This is an optimization exercise on Yosys and OpenROAD, whose aim is a short achievable clock period and few clock cycles, not a production implementation. In this exercise RTL edits were held to simulation tests only and were not proved equivalent to the original. Power figures rest on the tool's default switching activity, not on a simulated workload.

==> flow/config.mk <==
export PLATFORM = sky130hd
export DESIGN_NAME = cp216_core
export DESIGN_NICKNAME = cp216_core
export VERILOG_FILES = /design/flow/design.v
export SDC_FILE = /design/flow/constraint.sdc
export NUM_CORES = 4
export LEC_CHECK = 0
export CAP_MARGIN = 20
export CORE_MARGIN = 2
export CORE_UTILIZATION = 40
export PLACE_DENSITY = 0.6
export SLEW_MARGIN = 20
==> flow/design.v <==
module cp216_decoder (
    input  wire [31:0] instr,
    output wire        is_alu,      
    output wire        is_ldr,
    output wire        is_str,
    output wire        is_unk,
    output wire        writes_rd,   
    output reg  [3:0]  aop,         
    output wire [3:0]  rd,
    output wire [3:0]  rn,
    output wire [7:0]  imm,
    output wire [4:0]  shamt,
    output wire [11:0] offset
);
    localparam OP_MOV = 4'd0,  OP_ADD = 4'd1,  OP_SUB = 4'd2,  OP_CMP = 4'd3,
               OP_AND = 4'd4,  OP_OR  = 4'd5,  OP_XOR = 4'd6,  OP_MUL = 4'd7,
               OP_MVN = 4'd8,  OP_TST = 4'd9,  OP_LSL = 4'd10, OP_LSR = 4'd11,
               OP_UNK = 4'd15;
    assign rd     = instr[15:12];
    assign rn     = instr[19:16];
    assign imm    = instr[7:0];
    assign shamt  = instr[11:7];
    assign offset = instr[11:0];
    always @(*) begin
        case (instr[24:21])
            4'b1101: aop = OP_MOV;
            4'b0100: aop = OP_ADD;
            4'b0010: aop = OP_SUB;
            4'b1010: aop = OP_CMP;
            4'b0000: aop = OP_AND;
            4'b1100: aop = OP_OR;
            4'b0001: aop = OP_XOR;
            4'b0110: aop = OP_MUL;
            4'b1111: aop = OP_MVN;
            4'b1000: aop = OP_TST;
            4'b0011: aop = instr[6] ? OP_UNK : (instr[5] ? OP_LSR : OP_LSL);
            default: aop = OP_UNK;
        endcase
    end
    assign is_alu    = instr[25] && (aop != OP_UNK);
    assign is_ldr    = !instr[25] && (instr[27:26] == 2'b01) && instr[20];
    assign is_str    = !instr[25] && (instr[27:26] == 2'b01) && !instr[20];
    assign is_unk    = !is_alu && !is_ldr && !is_str;
    assign writes_rd = (aop != OP_CMP) && (aop != OP_TST);
endmodule
module cp216_alu (
    input  wire [3:0]  op,
    input  wire [31:0] a,
    input  wire [7:0]  imm,
    input  wire [4:0]  shamt,
    output reg  [31:0] result
);
    localparam OP_MOV = 4'd0,  OP_ADD = 4'd1,  OP_SUB = 4'd2,  OP_CMP = 4'd3,
               OP_AND = 4'd4,  OP_OR  = 4'd5,  OP_XOR = 4'd6,  OP_MUL = 4'd7,
               OP_MVN = 4'd8,  OP_TST = 4'd9,  OP_LSL = 4'd10, OP_LSR = 4'd11;
    wire [31:0] b = {24'd0, imm};
    always @(*) begin
        case (op)
            OP_MOV: result = b;
            OP_ADD: result = a + b;
            OP_SUB: result = a - b;
            OP_CMP: result = a - b;
            OP_AND: result = a & b;
            OP_OR:  result = a | b;
            OP_XOR: result = a ^ b;
            OP_MUL: result = a * b;
            OP_MVN: result = ~b;
            OP_TST: result = a & b;
            OP_LSL: result = a << shamt;
            OP_LSR: result = a >> shamt;
            default: result = 32'd0;
        endcase
    end
endmodule
module cp216_regfile (
    input  wire        clk,
    input  wire        rst,
    input  wire        w_en,
    input  wire [3:0]  w_sel,
    input  wire [31:0] w_data,
    input  wire        pc_en,
    input  wire [31:0] pc_data,
    input  wire [3:0]  ra_sel,
    output wire [31:0] ra_data,
    input  wire [3:0]  rb_sel,
    output wire [31:0] rb_data,
    input  wire [3:0]  rc_sel,
    output wire [31:0] rc_data,
    output wire [31:0] r15_data
);
    reg [31:0] regs [0:15];
    integer i;
    always @(posedge clk) begin
        if (rst) begin
            for (i = 0; i < 16; i = i + 1)
                regs[i] <= 32'd0;
        end else begin
            if (pc_en)
                regs[15] <= pc_data;
            if (w_en)
                regs[w_sel] <= w_data;
        end
    end
    assign ra_data = regs[ra_sel];
    assign rb_data = regs[rb_sel];
    assign rc_data = regs[rc_sel];
    assign r15_data = regs[15];
endmodule
module cp216_core (
    input  wire        clk,
    input  wire        rst,
    input  wire [31:0] image_len,
    output reg         mem_valid,
    output reg         mem_we,
    output reg  [11:0] mem_addr,
    output reg  [31:0] mem_wdata,
    input  wire        mem_ready,
    input  wire [31:0] mem_rdata,
    output reg  [2:0]  status,
    output wire [31:0] pc,
    output wire        flag_n,
    output wire        flag_z,
    input  wire [3:0]  dbg_sel,
    output wire [31:0] dbg_rdata
);
    localparam MEM_CAPACITY = 4096;
    localparam ST_RUNNING      = 3'd0,
               ST_HALT_NORMAL  = 3'd1,
               ST_HALT_UNKNOWN = 3'd2,
               ST_FAULT_MEM    = 3'd3,
               ST_FAULT_IMAGE  = 3'd4;
    wire running = (status == ST_RUNNING);
    reg  [31:0] faddr;     
    reg         redir;     
    reg         iv;        
    reg         iflt;      
    reg  [31:0] ir;        
    reg  [31:0] ipc;       
    reg         ihalt;     
    reg  [31:0] opa, opb;  
    reg         fwa, fwb;  
    reg  [31:0] res;       
    reg  [31:0] fpc_q;     
    reg         n_flag, z_flag;
    wire        e_alu, e_ldr, e_str, e_unk, e_wr;
    wire [3:0]  e_aop, e_rd, e_rn;
    wire [7:0]  e_imm;
    wire [4:0]  e_sh;
    wire [11:0] e_off;
    cp216_decoder u_dec (
        .instr(ir), .is_alu(e_alu), .is_ldr(e_ldr), .is_str(e_str),
        .is_unk(e_unk), .writes_rd(e_wr), .aop(e_aop), .rd(e_rd), .rn(e_rn),
        .imm(e_imm), .shamt(e_sh), .offset(e_off)
    );
    wire [31:0] a = fwa ? res : opa;
    wire [31:0] b = fwb ? res : opb;
    wire [31:0] alu_result;
    cp216_alu u_alu (
        .op(e_aop), .a(a), .imm(e_imm), .shamt(e_sh), .result(alu_result)
    );
    wire [32:0] ls_addr  = {1'b0, a} + {21'd0, e_off};
    wire        ls_fault = ls_addr > (MEM_CAPACITY - 4);
    wire e_mem    = running && iv && !iflt && (e_ldr || e_str);
    wire e_access = e_mem && !ls_fault;
    wire e_taken  = e_access && mem_ready;
    wire e_alubr  = iv && !iflt && e_alu && e_wr && (e_rd == 4'd15);
    wire e_stop   = iv && !iflt && !e_mem && (e_unk || e_alubr || ihalt);
    wire [31:0] f_word = mem_rdata;
    wire [3:0]  f_rn   = f_word[19:16];
    wire [3:0]  f_rd   = f_word[15:12];
    reg         rf_w_en;
    reg  [3:0]  rf_w_sel;
    reg  [31:0] rf_w_data;
    reg         rf_pc_en;
    wire [31:0] rf_rn, rf_rd, rf_dbg, rf_r15;
    cp216_regfile u_rf (
        .clk(clk), .rst(rst),
        .w_en(rf_w_en), .w_sel(rf_w_sel), .w_data(rf_w_data),
        .pc_en(rf_pc_en), .pc_data(ipc),
        .ra_sel(f_rn), .ra_data(rf_rn),
        .rb_sel(f_rd), .rb_data(rf_rd),
        .rc_sel(dbg_sel), .rc_data(rf_dbg),
        .r15_data(rf_r15)
    );
    always @(*) begin
        rf_w_en   = 1'b0;
        rf_w_sel  = e_rd;
        rf_w_data = alu_result;
        rf_pc_en  = 1'b0;
        if (running && iv && !iflt) begin
            if (e_mem) begin
                if (ls_fault) begin
                    rf_pc_en = 1'b1;
                end else if (mem_ready) begin
                    rf_pc_en  = 1'b1;
                    rf_w_en   = e_ldr;
                    rf_w_data = mem_rdata;
                end
            end else begin
                rf_pc_en = 1'b1;
                rf_w_en  = e_alu && e_wr;
            end
        end
    end
    wire [31:0] f_addr   = redir ? rf_r15 + 32'd4 : faddr;
    wire        f_fault  = f_addr > (MEM_CAPACITY - 4);
    wire        f_rhalt  = redir && (f_addr >= image_len);
    wire        f_go     = running && !(iv && (iflt || e_mem));
    wire [31:0] f_next   = f_addr + 32'd4;
    always @(*) begin
        mem_valid = running;
        mem_we    = 1'b0;
        mem_addr  = f_addr[11:0];
        mem_wdata = b;
        if (e_mem) begin
            mem_valid = !ls_fault;
            mem_we    = e_str;
            mem_addr  = ls_addr[11:0];
        end
    end
    always @(posedge clk) begin
        if (rst) begin
            faddr  <= 32'd0;
            redir  <= 1'b0;
            iv     <= 1'b0;
            iflt   <= 1'b0;
            ir     <= 32'd0;
            ipc    <= 32'd0;
            ihalt  <= 1'b0;
            opa    <= 32'd0;
            opb    <= 32'd0;
            fwa    <= 1'b0;
            fwb    <= 1'b0;
            res    <= 32'd0;
            fpc_q  <= 32'd0;
            n_flag <= 1'b0;
            z_flag <= 1'b0;
            if (image_len > MEM_CAPACITY)
                status <= ST_FAULT_IMAGE;
            else if (image_len == 32'd0)
                status <= ST_HALT_NORMAL;
            else
                status <= ST_RUNNING;
        end else if (running) begin
            if (iv) begin
                if (iflt) begin
                    status <= ST_FAULT_MEM;
                    fpc_q  <= ipc;
                end else if (e_mem) begin
                    if (ls_fault) begin
                        status <= ST_FAULT_MEM;
                        fpc_q  <= ipc;
                        iv     <= 1'b0;
                    end else if (mem_ready) begin
                        iv <= 1'b0;
                        if (e_ldr && e_rd == 4'd15) begin
                            redir <= 1'b1;
                        end else if (ihalt) begin
                            status <= ST_HALT_NORMAL;
                            fpc_q  <= faddr;
                        end
                    end
                end else begin
                    iv  <= 1'b0;
                    res <= alu_result;
                    if (e_alu) begin
                        n_flag <= alu_result[31];
                        z_flag <= (alu_result == 32'd0);
                    end
                    if (e_unk) begin
                        status <= ST_HALT_UNKNOWN;
                        fpc_q  <= faddr;
                    end else if (e_alubr) begin
                        redir <= 1'b1;
                    end else if (ihalt) begin
                        status <= ST_HALT_NORMAL;
                        fpc_q  <= faddr;
                    end
                end
            end
            if (f_go) begin
                if (f_rhalt) begin
                    status <= ST_HALT_NORMAL;
                    fpc_q  <= f_addr;
                end else if (mem_ready || f_fault) begin
                    if (redir) redir <= 1'b0;    
                    iv    <= !e_stop;
                    iflt  <= f_fault;
                    ir    <= f_word;
                    ipc   <= f_addr;
                    faddr <= f_next;
                    ihalt <= (f_next >= image_len);
                    opa   <= (f_rn == 4'd15) ? f_addr : rf_rn;
                    opb   <= (f_rd == 4'd15) ? f_addr : rf_rd;
                    fwa   <= iv && e_alu && e_wr && (e_rd == f_rn) && (f_rn != 4'd15);
                    fwb   <= iv && e_alu && e_wr && (e_rd == f_rd) && (f_rd != 4'd15);
                end
            end
        end
    end
    assign pc        = fpc_q;
    assign flag_n    = n_flag;
    assign flag_z    = z_flag;
    assign dbg_rdata = rf_dbg;
endmodule
==> flow/constraint.sdc <==
create_clock -name core_clock -period 12.0 [get_ports {clk}]
set_input_delay 2.4000 -clock core_clock [delete_from_list [all_inputs] [get_ports {clk}]]
set_output_delay 2.4000 -clock core_clock [all_outputs]
set_load 0.01 [all_outputs]
==> flow/run.sh <==
#!/bin/bash
# synth_recipe.tcl (not shown) runs the flow's synth.tcl, then flattens the netlist and writes it again
# the make line also repeats each setting of config.mk as NAME=value (left out here)
make -C /OpenROAD-flow-scripts/flow DESIGN_CONFIG=/design/flow/config.mk WORK_HOME=/design/flow/orfs CLKGATE_MAP_FILE= SYNTH_SCRIPT=/design/flow/synth_recipe.tcl finish
==> summary.txt <==
## placed cells by master, fill, tap and decap left out, types with 25 or more instances in the layout
cell type	n
a22oi_1	38
a31oi_1	32
o22ai_1	73
mux2_2	40
buf_4	192
edfxtp_1	515
or3_1	28
dfxtp_1	215
inv_1	254
o21ai_0	208
a221oi_1	45
xor2_1	33
fa_1	158
o31ai_1	25
ha_1	157
mux4_2	497
nand2b_1	26
nor3_1	137
clkdlybuf4s50_1	172
mux2i_1	138
nand3_1	117
a21oi_1	257
nor2b_1	31
o211ai_1	72
nor4_1	32
clkbuf_16	84
nor2_1	1023
xnor2_1	70
a222oi_1	26
a211oi_1	99
nand2_1	437
a21o_1	77
nand4_1	61
and3_1	28
## metrics by stage
step | instances | utilization (%) | hold slack [ps]
global route | 7799 | 44.66 | 480.9
finish | 7811 | 44.68 | 462.6
floorplan | 5855 | - | 429.5
detailed placement | 7654 | 42.85 | 455.9
CTS | 7799 | 44.63 | 463.0
global placement | 7653 | 42.84 | 445.0
## critical path, cell delays in order (launching register included)
cell and delay, ps:
dfxtp_4 620, buf_4 570, mux2i_1 270, buf_4 250, clkinv_1 380, ha_1 560, nand4_1 180, a311o_1 420
a2111o_1 520, nor4_1 200, o221ai_1 170, or4_1 580, nor3_2 210, buf_4 610, nand2_1 210, o21ai_0 150
clkdlybuf4s50_1 610
## power by group
part / internal (mW) / switching [mW]
clock: 1.41 / 1.15
combinational: 0.746 / 1.50
sequential: 2.82 / 0.117
total: 4.97 / 2.77
## cell families after synthesis
logic type	count (synthesis)	synth area share, %
simple gates	2066	15.55
compound gates	1150	12.94
buf+inv	780	5.268
flops	737	33.52
mux	704	22.56
fa+ha+maj	315	8.632
xor+xnor	103	1.519
## sequential cells by signal, summed over array words and instances (netlist names), 3 cells and up
name       flops
u_rf.regs    512
faddr         32
fpc_q         32
opa           32
opb           32
res           32
ipc           30
ir            24
status         3
## cell type report
cell class                      count  area [um2]
Antenna cell                       12       30.03
Clock buffer                      109        2236
Clock inverter                     36       401.6
Fill cell                       13970       81680
Inverter                          273        1025
Multi-Input combinational cell   4338       36680
Sequential cell                   737       19920
Tap cell                         1930        2415
Timing Repair Buffer              376        3272
## per-layer routing
layer / wire length [um] / track usage, % / vias to the layer above
li1: - / - / 21850
met1: 104500 / 48.20 / 27130
met2: 119400 / 53.20 / 4296
met3: 40940 / 12.10 / 844
met4: 16670 / 17.71 / 28
met5: 220 / 0 / -
## worst min-delay path by stage
stage / start / endpoint / cells after the start
floorplan: opb[5] / opb[5] / 2
global placement: ir[27] / ir[27] / 2
detailed placement: ir[27] / ir[27] / 2
CTS: ir[27] / ir[27] / 2
global route: opa[19] / opa[19] / 2
finish: ir[27] / ir[27] / 2
==> impl_metrics.tcl <==
set metrics [dict create \
    core_mm2 0.1477 \
    finalClockSkew_ps 59.22 \
    synth.ff_latch_count 737 \
    dp_slack_ps 3226 \
    die_x_um 389.4 \
    yosysWarnings 4 \
    tns_ps 0 \
    via_per_inst 6.932 \
    yosys.area.top_type_share_pct 26.04 \
    outcome "finished clean" \
    place_area_mm2 0.06327 \
    crit_fanout 67 \
    synth.top_cells.by_area "edfxtp_1 26%, mux4_2 19%, dfxtp_1 7.5%" \
    syn-num-nets 6241 \
    floorplan.initialDensity_pct 40.23 \
    nNetsFinal 6195 \
    cts_root_buffer "clkbuf_16" \
    row_count 141 \
    final_area_mm2 0.06598 \
    drt-initial-drc-count 8620 \
    async_flop_share_pct 0 \
    grt_pass1_wl_um 393400 \
    rsz0062_at_grt "no" \
    cp-endpoint "mem_valid" \
    grtUsageTotal_pct 36.34 \
    maxSlewViolCount 0 \
    cts_max_path_buffers 3 \
    port_buffers 185 \
    hold_path.class "reg2reg" \
    areaGrowthSynthToFinish_pct 11.08 \
    ctsHoldBuffers 0 \
    ant_nets 0 \
    synth_seq_area_share_pct 33.52 \
    setup_ws_ps 2340 \
    crit_type "reg2out" \
    synth-edff-count 515 \
    syn_area_per_cell_um2 10.14 \
    rr_startpoint "fwa" \
    synthTopCellsByCount "1026 x nor2_1, 515 x edfxtp_1, 497 x mux4_2" \
    r2r_end "u_rf.regs[15][29]" \
    first_pass_iters 8 \
    post-cts-setup-buffers 0 \
    power_density_mw_per_mm2 117.4 \
    cts_num_sinks 737 \
    min_period_ps 9660 \
    routed_wl_um 281800 \
    grt_overflow 0 \
    rrSetupSlack_ps 3260 \
    clk_latency_ps 720 \
    hpwl_um 195700 \
    required_ps 9600 \
    synth_area_mm2 0.05940 \
    startpoint_type "flop" \
    grt_pass1_vias 51360 \
    cts-htree-levels 3 \
    rr_worst_depth 22 \
    relSlewSlack_pct 15.49 \
    grt_max_degree 91 \
    clock.fmax_ghz 0.1035 \
    antenna_found_initial 25 \
    drcViolationCount 0 \
    cp-end-kind "output port" \
    synthCells 5855 \
    synth_ff_type "edfxtp_1" \
    finalHoldViolations 0 \
    startpoint "fwa" \
    layout-drive-gt1-share_pct 16.80 \
    vias 54140 \
    cp_data_arrival_time_ps 7260 \
    cts_resized 0 \
    synth.largest_area_cell "edfxtp_1" \
    dieArea_mm2 0.1516 \
    synth.distinct_cells 89 \
    power_mw 7.747 \
    fin_crit_sh_pct 80.50 \
    worst_pin_slew_ps 1262 \
    cts_buffers 83 \
    avgRoutedWirePerCell_um 36.07 \
    die_h_um 389.4 \
    setup_viol 0 \
    p_leak_nw 23.79 \
    num_io_pins 186 \
    yosysMostFrequentCell "nor2_1" \
    maxCapViolCount 0 \
    tritoncts "yes" \
    ir_drop_v 0.0001089 \
    gp_congestion 1.071 \
    path_clk_slew_ps 60 \
]
Testbench counts, summed over its fixed seeds: cycles 58,034.

[what the ideal ports hide]
In the flow no input, the clock included, has a driving cell. The finished layout below was timed again as built, in two steps. Step 1 sets driving cells, clkbuf_16 on the clock port and buf_2 on the other inputs (assumed; they add their load-dependent delay and slew). Step 2 also shifts input and output timing later by t, the mid clock arrival at the registers, as if the neighbouring blocks saw the same clock. Slacks: ideal / step 1 / step 2; pairs: ideal / step 1.
t (ns): 0.776
setup WS [ns]: 2.340 / 2.257 / 3.033
hold WS [ns]: 0.463 / 0.463 / 0.463
worst setup path after step 2: register to output
pins driven straight from the clock port: 1
After both steps this run still meets setup and hold. For this run, drivers alone change the setup slack by -0.083 ns; drivers and shift together by +0.693 ns.
